From an optimization exercise on the open Yosys and OpenROAD flow, aimed at small area, a short achievable clock period and few clock cycles; shortcuts taken in it are not production practice.
Where RTL was checked, it was by simulation tests only, not by an equivalence proof against the original.
Power figures rest on the tool's default switching activity, not on a simulated workload.

== red ==
==> flow/design.v (excerpt) <==
module ups_deframer (
    input  wire       clk,
    input  wire       rst,
    input  wire       in_valid,
    input  wire [7:0] in_byte,
    output wire       in_ready,
    output wire       out_valid,
    input  wire       out_ready,
    output wire [7:0] out_data,
    output wire       out_len,
    output wire [1:0] dfr_state,
    output wire [7:0] emits,
    output wire [7:0] pos_push,
    output wire [7:0] pos_look,
    output wire [7:0] pos_start
);
    localparam [7:0] MAGIC = 8'h55;
    localparam [1:0] ST_SEARCH = 2'd0;
    localparam [1:0] ST_HDR    = 2'd1;
    localparam [1:0] ST_BODY   = 2'd2;
    localparam [2:0] W_SCAN1 = 3'd1;   
    localparam [2:0] W_ADDR  = 3'd2;   
    localparam [2:0] W_SIZE  = 3'd3;   
    localparam [2:0] W_SUM   = 3'd4;   
    reg [7:0]  ring [0:63];
    reg [63:0] cand;
    reg [6:0] push;
    reg [6:0] look;
    reg [6:0] start;
    reg [1:0] state;
    reg [7:0] emit_cnt;
    reg [7:0] prev;      
    reg [6:0] size;      
    reg [7:0] cs;        
    reg       eng;       
    reg [2:0] wst;
    reg [5:0] k;         
    reg       first;     
    reg       em;        
    reg       o_len;
    reg [7:0] o_data;
    reg [5:0] e_left;    
    reg [5:0] raddr;     
    function [7:0] chk_step;
        input [7:0] c;
        input [7:0] b;
        begin
            chk_step = (c ^ b) + 8'd1;
        end
    endfunction
    function [7:0] hcs_of;
        input [7:0] s;
        begin
            hcs_of = chk_step(8'h56, s);
        end
    endfunction
    function [7:0] cs3_of;
        input [7:0] s;
        reg [7:0] h;
        begin
            h = hcs_of(s);
            cs3_of = chk_step(chk_step(chk_step(h, MAGIC), s), h);
        end
    endfunction
    wire busy = eng || em;
    wire take = in_valid && !busy;
    wire in_magic   = (in_byte == MAGIC);
    wire prev_magic = (prev == MAGIC);
    wire prev_szok  = (prev >= 8'd3) && (prev <= 8'd64);
    wire hv_now     = (in_byte == hcs_of(prev)) && prev_szok;
    wire [6:0] push1 = push + 7'd1;
    wire [6:0] avail = push - start;    
    wire [5:0] s6    = start[5:0];
    wire [5:0] p6    = push[5:0];
    wire [6:0]  avail_l = push - look;           
    wire [2:0]  lo      = look[2:0];
  ...
For scale: roughly 3600 cells after synthesis, ~660 flip-flops, about 57 I/O pins, roughly 0.034 sq mm of cells after synthesis.
clock: 10.0 ns
lec_check: 0
abc_area: 1
cap_margin: 20
core_margin: 2
core_utilization: 40
place_density: 0.6
setup_slack_margin: 5
slew_margin: 20
run.sh (not shown) runs the stock make flow with config.mk's settings and CLKGATE_MAP_FILE= SYNTH_SCRIPT=/design/flow/synth_recipe.tcl, a recipe that flattens the netlist after the stock synthesis.
Per the final summary, red finished and its layout is clean on timing, DRC and antenna.
The inputs of blue differ from those of red as listed below.
-- flow/design.v --
<<< red, line 76
    wire [2:0]  lo      = look[2:0];
    wire [7:0]  grp     = cand[{look[5:3], 3'd0} +: 8];
    wire [3:0]  room    = 4'd8 - {1'b0, lo};     
    reg  [7:0]  vmask;
    integer i;
    always @(*)
        for (i = 0; i < 8; i = i + 1)
            vmask[i] = (i >= lo) && ({4'd0, i[2:0]} - {4'd0, lo} < avail_l);
    wire [7:0]  v = grp & vmask;
    reg  [2:0]  vb;
>>> blue, line 76
    wire [2:0]  lo      = look[2:0];
    wire [7:0]  grp     = cand[{look[5:3], 3'd0} +: 8];
    wire        near16   = (avail_l[6:4] == 3'd0);
    wire [4:0]  e5      = {2'b0, lo} + {1'b0, avail_l[3:0]};
    reg  [7:0]  vmask;
    integer i;
    always @(*)
        for (i = 0; i < 8; i = i + 1)
            vmask[i] = (i >= lo) && (!near16 || (i < e5));
    wire [7:0]  v = grp & vmask;
    reg  [2:0]  vb;
<<< red, line 91
    wire       found = |v;
    wire [6:0] fpos  = {look[6:3], vb};
    wire [6:0] fdist = push - fpos;
    wire       fnear = (fdist < 7'd3);
    wire       s_end = (avail_l <= {3'd0, room});   
    wire [7:0] rd = ring[raddr];
    wire [7:0] cs_cur = first ? cs3_of({1'b0, size}) : cs;
>>> blue, line 92
    wire       found = |v;
    wire [6:0] fpos  = {look[6:3], vb};
    wire [4:0] fdist = e5 - {2'b0, vb};                
    wire       fnear = near16 && (fdist == 5'd1 || fdist == 5'd2);
    wire       s_end = near16 && (e5 <= 5'd8);          
    wire [7:0] rd = ring[raddr];
    wire [7:0] cs_cur = first ? cs3_of({1'b0, size}) : cs;
<<< red, line 106
    assign pos_start = (state == ST_SEARCH) ? 8'hFF : {1'b0, start};
    wire [63:0] wdec = 64'd1 << p6;
    wire [63:0] we   = wdec & {64{take}};
    integer w;
    always @(posedge clk) begin
>>> blue, line 107
    assign pos_start = (state == ST_SEARCH) ? 8'hFF : {1'b0, start};
    wire [63:0] wdec = 64'd1 << p6;
    wire [63:0] we   = wdec & {64{!busy}};
    integer w;
    always @(posedge clk) begin
<<< red, line 113
            if (we[w])
                cand[w] <= in_magic;
            else if (we[(w + 2) & 63] && !hv_now)
                cand[w] <= 1'b0;
        end
>>> blue, line 114
            if (we[w])
                cand[w] <= in_magic;
            else if (we[(w + 2) & 63] && in_valid && !hv_now)
                cand[w] <= 1'b0;
        end
<<< red, line 210
                            end else begin
                                state <= ST_BODY;
                                wst   <= W_ADDR;
                            end
                        end
>>> blue, line 211
                            end else begin
                                state <= ST_BODY;
                                if (em) begin
                                    wst   <= W_ADDR;
                                end else begin
                                    raddr <= fpos[5:0] + 6'd1;
                                    wst   <= W_SIZE;
                                end
                            end
                        end
==> notes.md <==
- Looking at number of non-clock buffers, blue sits 52 below red.
- On fmax, the higher figure sits with blue, not red.
- The CTS buffer count number comes out lower for blue vs red.
- Compared to red, blue has area of the mapped netlist 2.4% lower.
- On final instance area, red loses to blue.
- Of the two values seen for critical path class, reg -> reg was produced by blue and in -> reg by red.
Testbench counts of blue, summed over its fixed seeds: cycles 46,795.
The RTL of red was laid out without a check of its function.

ups_deframer, a different RTL version from the one above (not shown whole).
Size: roughly 3500 cells after synthesis, about 660 flip-flops, roughly 57 I/O pins.
Design ups_deframer, start of the top module:
module ups_deframer (
    input  wire       clk,
    input  wire       rst,
    input  wire       in_valid,
    input  wire [7:0] in_byte,
    output wire       in_ready,
    output wire       out_valid,
    input  wire       out_ready,
    output wire [7:0] out_data,
    output wire       out_len,
    output wire [1:0] dfr_state,
    output wire [7:0] emits,
    output wire [7:0] pos_push,
    output wire [7:0] pos_look,
    output wire [7:0] pos_start
);
    localparam [7:0] MAGIC = 8'h55;
    localparam [1:0] ST_SEARCH = 2'd0;
    localparam [1:0] ST_HDR    = 2'd1;
    localparam [1:0] ST_BODY   = 2'd2;
    localparam [2:0] W_SCAN1 = 3'd1;   
    localparam [2:0] W_ADDR  = 3'd2;   
    localparam [2:0] W_SIZE  = 3'd3;   
    localparam [2:0] W_SUM   = 3'd4;   
    reg [7:0]  ring [0:63];
    reg [63:0] cand;
    reg [6:0] push;
    reg [6:0] look;
    reg [6:0] start;
    reg [1:0] state;
    reg [5:0] emit_cnt;  
    reg [7:0] prev;      
    reg [6:0] size;      
    reg [7:0] cs;        
    reg       eng;       
    reg [2:0] wst;
    reg       first;     
    reg       em;        
  ...
==> flow/config.mk <==
export PLATFORM = sky130hd
export DESIGN_NAME = ups_deframer
export DESIGN_NICKNAME = ups_deframer
export VERILOG_FILES = /design/flow/design.v
export SDC_FILE = /design/flow/constraint.sdc
export NUM_CORES = 4
export LEC_CHECK = 0
export ABC_AREA = 1
export CAP_MARGIN = 20
export CORE_MARGIN = 2
export CORE_UTILIZATION = 40
export PLACE_DENSITY = 0.6
export SETUP_SLACK_MARGIN = 5
export SLEW_MARGIN = 20
==> flow/constraint.sdc <==
create_clock -name core_clock -period 10.0 [get_ports {clk}]
set_input_delay 2.0000 -clock core_clock [delete_from_list [all_inputs] [get_ports {clk}]]
set_output_delay 2.0000 -clock core_clock [all_outputs]
set_load 0.01 [all_outputs]
standard.sh (not shown) runs the stock make flow with config.mk's settings and CLKGATE_MAP_FILE= SYNTH_SCRIPT=/design/flow/synth_recipe.tcl, a recipe that flattens the netlist after the stock synthesis.
==> flow/flow/run.sh <==
#!/bin/bash
set -euo pipefail
MARGIN=${MARGIN:-6.5}
bash standard.sh SETUP_SLACK_MARGIN=$MARGIN finish > standard_flow.log 2>&1
Testbench counts at the start, summed over its fixed seeds: cycles 46,648.
Rerun with:
--- a/flow/design.v
+++ b/flow/design.v
@@ -141,64 +141,68 @@
                         raddr <= s6 + 6'd1;
                         wst   <= W_SIZE;
                     end
                 end else begin
                     o_len  <= 1'b0;
                     o_data <= rd;
                     raddr  <= raddr + 6'd1;
                     e_left <= e_left - 6'd1;
                 end
             end
+            if (!busy) begin
+                o_len  <= 1'b1;
+                o_data <= {1'b0, size} - 8'd4;
+                e_left <= size[5:0] - 6'd4;
+                raddr  <= s6 + 6'd3;
+                e      <= {4'd0, s6[2:0] + 3'd1} + size - 7'd1;
+                wst    <= W_SCAN1;
+                if (state == ST_HDR) begin
+                    size  <= prev[6:0];
+                    first <= 1'b1;
+                end
+            end
             if (take) begin
                 push     <= push1;
                 emit_cnt <= 6'd0;
                 case (state)
                     ST_SEARCH: begin
                         look <= push1;
                         if (in_magic) begin
                             start <= push;
                             state <= ST_HDR;
                         end
                     end
                     ST_HDR: begin
                         if (avail == 7'd2) begin
                             if (hv_now && prev == 8'd3) begin
                                 look  <= push1;
                                 state <= ST_SEARCH;
                             end else if (hv_now) begin
                                 state <= ST_BODY;
-                                size  <= prev[6:0];
-                                first <= 1'b1;
                             end else if (prev_magic) begin
                                 start <= push - 7'd1;
                                 look  <= push;
                             end else if (in_magic) begin
                                 start <= push;
                                 look  <= push1;
                             end else begin
                                 look  <= push1;
                                 state <= ST_SEARCH;
                             end
                         end
                     end
                     default: begin   
                         if (avail == size - 7'd1) begin
-                            o_len    <= 1'b1;
-                            o_data   <= {1'b0, size} - 8'd4;
-                            e_left   <= size[5:0] - 6'd4;
-                            raddr    <= s6 + 6'd3;
-                            em <= (cs_cur == in_byte);
+                            em    <= (cs_cur == in_byte);
                             look  <= start + 7'd1;
-                            e     <= {4'd0, s6[2:0] + 3'd1} + size - 7'd1;
                             state <= ST_SEARCH;
                             eng   <= 1'b1;
-                            wst   <= W_SCAN1;
                         end else begin
                             cs    <= chk_step(cs_cur, in_byte);
                             first <= 1'b0;
                         end
                     end
                 endcase
             end else if (eng) begin
                 case (wst)
                     W_SCAN1: begin
                         if (!found) begin
Sequential power went up by about 3%. Sequential share of layout area fell by 0.55 points. Clock power goes down by about 6%. Global-route usage is about the same. Design area increases by 1.2%. Total power went up by 23%.
Only the layout flow was run in the second run of this note; the RTL was not checked for function there.

[separate check: timing with driven ports]
How much do the figures lean on ideal ports? The routed layouts below were timed once more, with nothing changed but the port constraints. Step 1 sets driving cells, clkbuf_16 on the clock port and buf_2 on the other inputs (assumed; they add their load-dependent delay and slew). Step 2 also shifts input and output timing later by t, the mid clock arrival at the registers, as if the neighbouring blocks saw the same clock. Slacks: no drivers / after step 1 / after step 2; pairs: no drivers / after step 1.
| run | t (ns) | setup WS [ns] | hold WS [ns] | worst setup path at the end |
|---|---|---|---|---|
| red | 0.704 | 5.069 / 5.109 / 4.405 | 0.458 / 0.458 / 0.458 | input to register |
| blue | 0.680 | 5.112 / 5.112 / 4.630 | 0.503 / 0.503 / 0.503 | input to register |
| the first run of note 2 | 0.693 | 6.326 / 6.257 / 5.850 | 0.508 / 0.508 / 0.508 | input to register |
| the second run of note 2 | 0.689 | 6.309 / 6.246 / 5.883 | 0.513 / 0.513 / 0.513 | input to register |
After both steps every run listed still meets setup and hold. For red, which loses most, drivers alone change the setup slack by +0.040 ns; drivers and shift together by -0.664 ns.
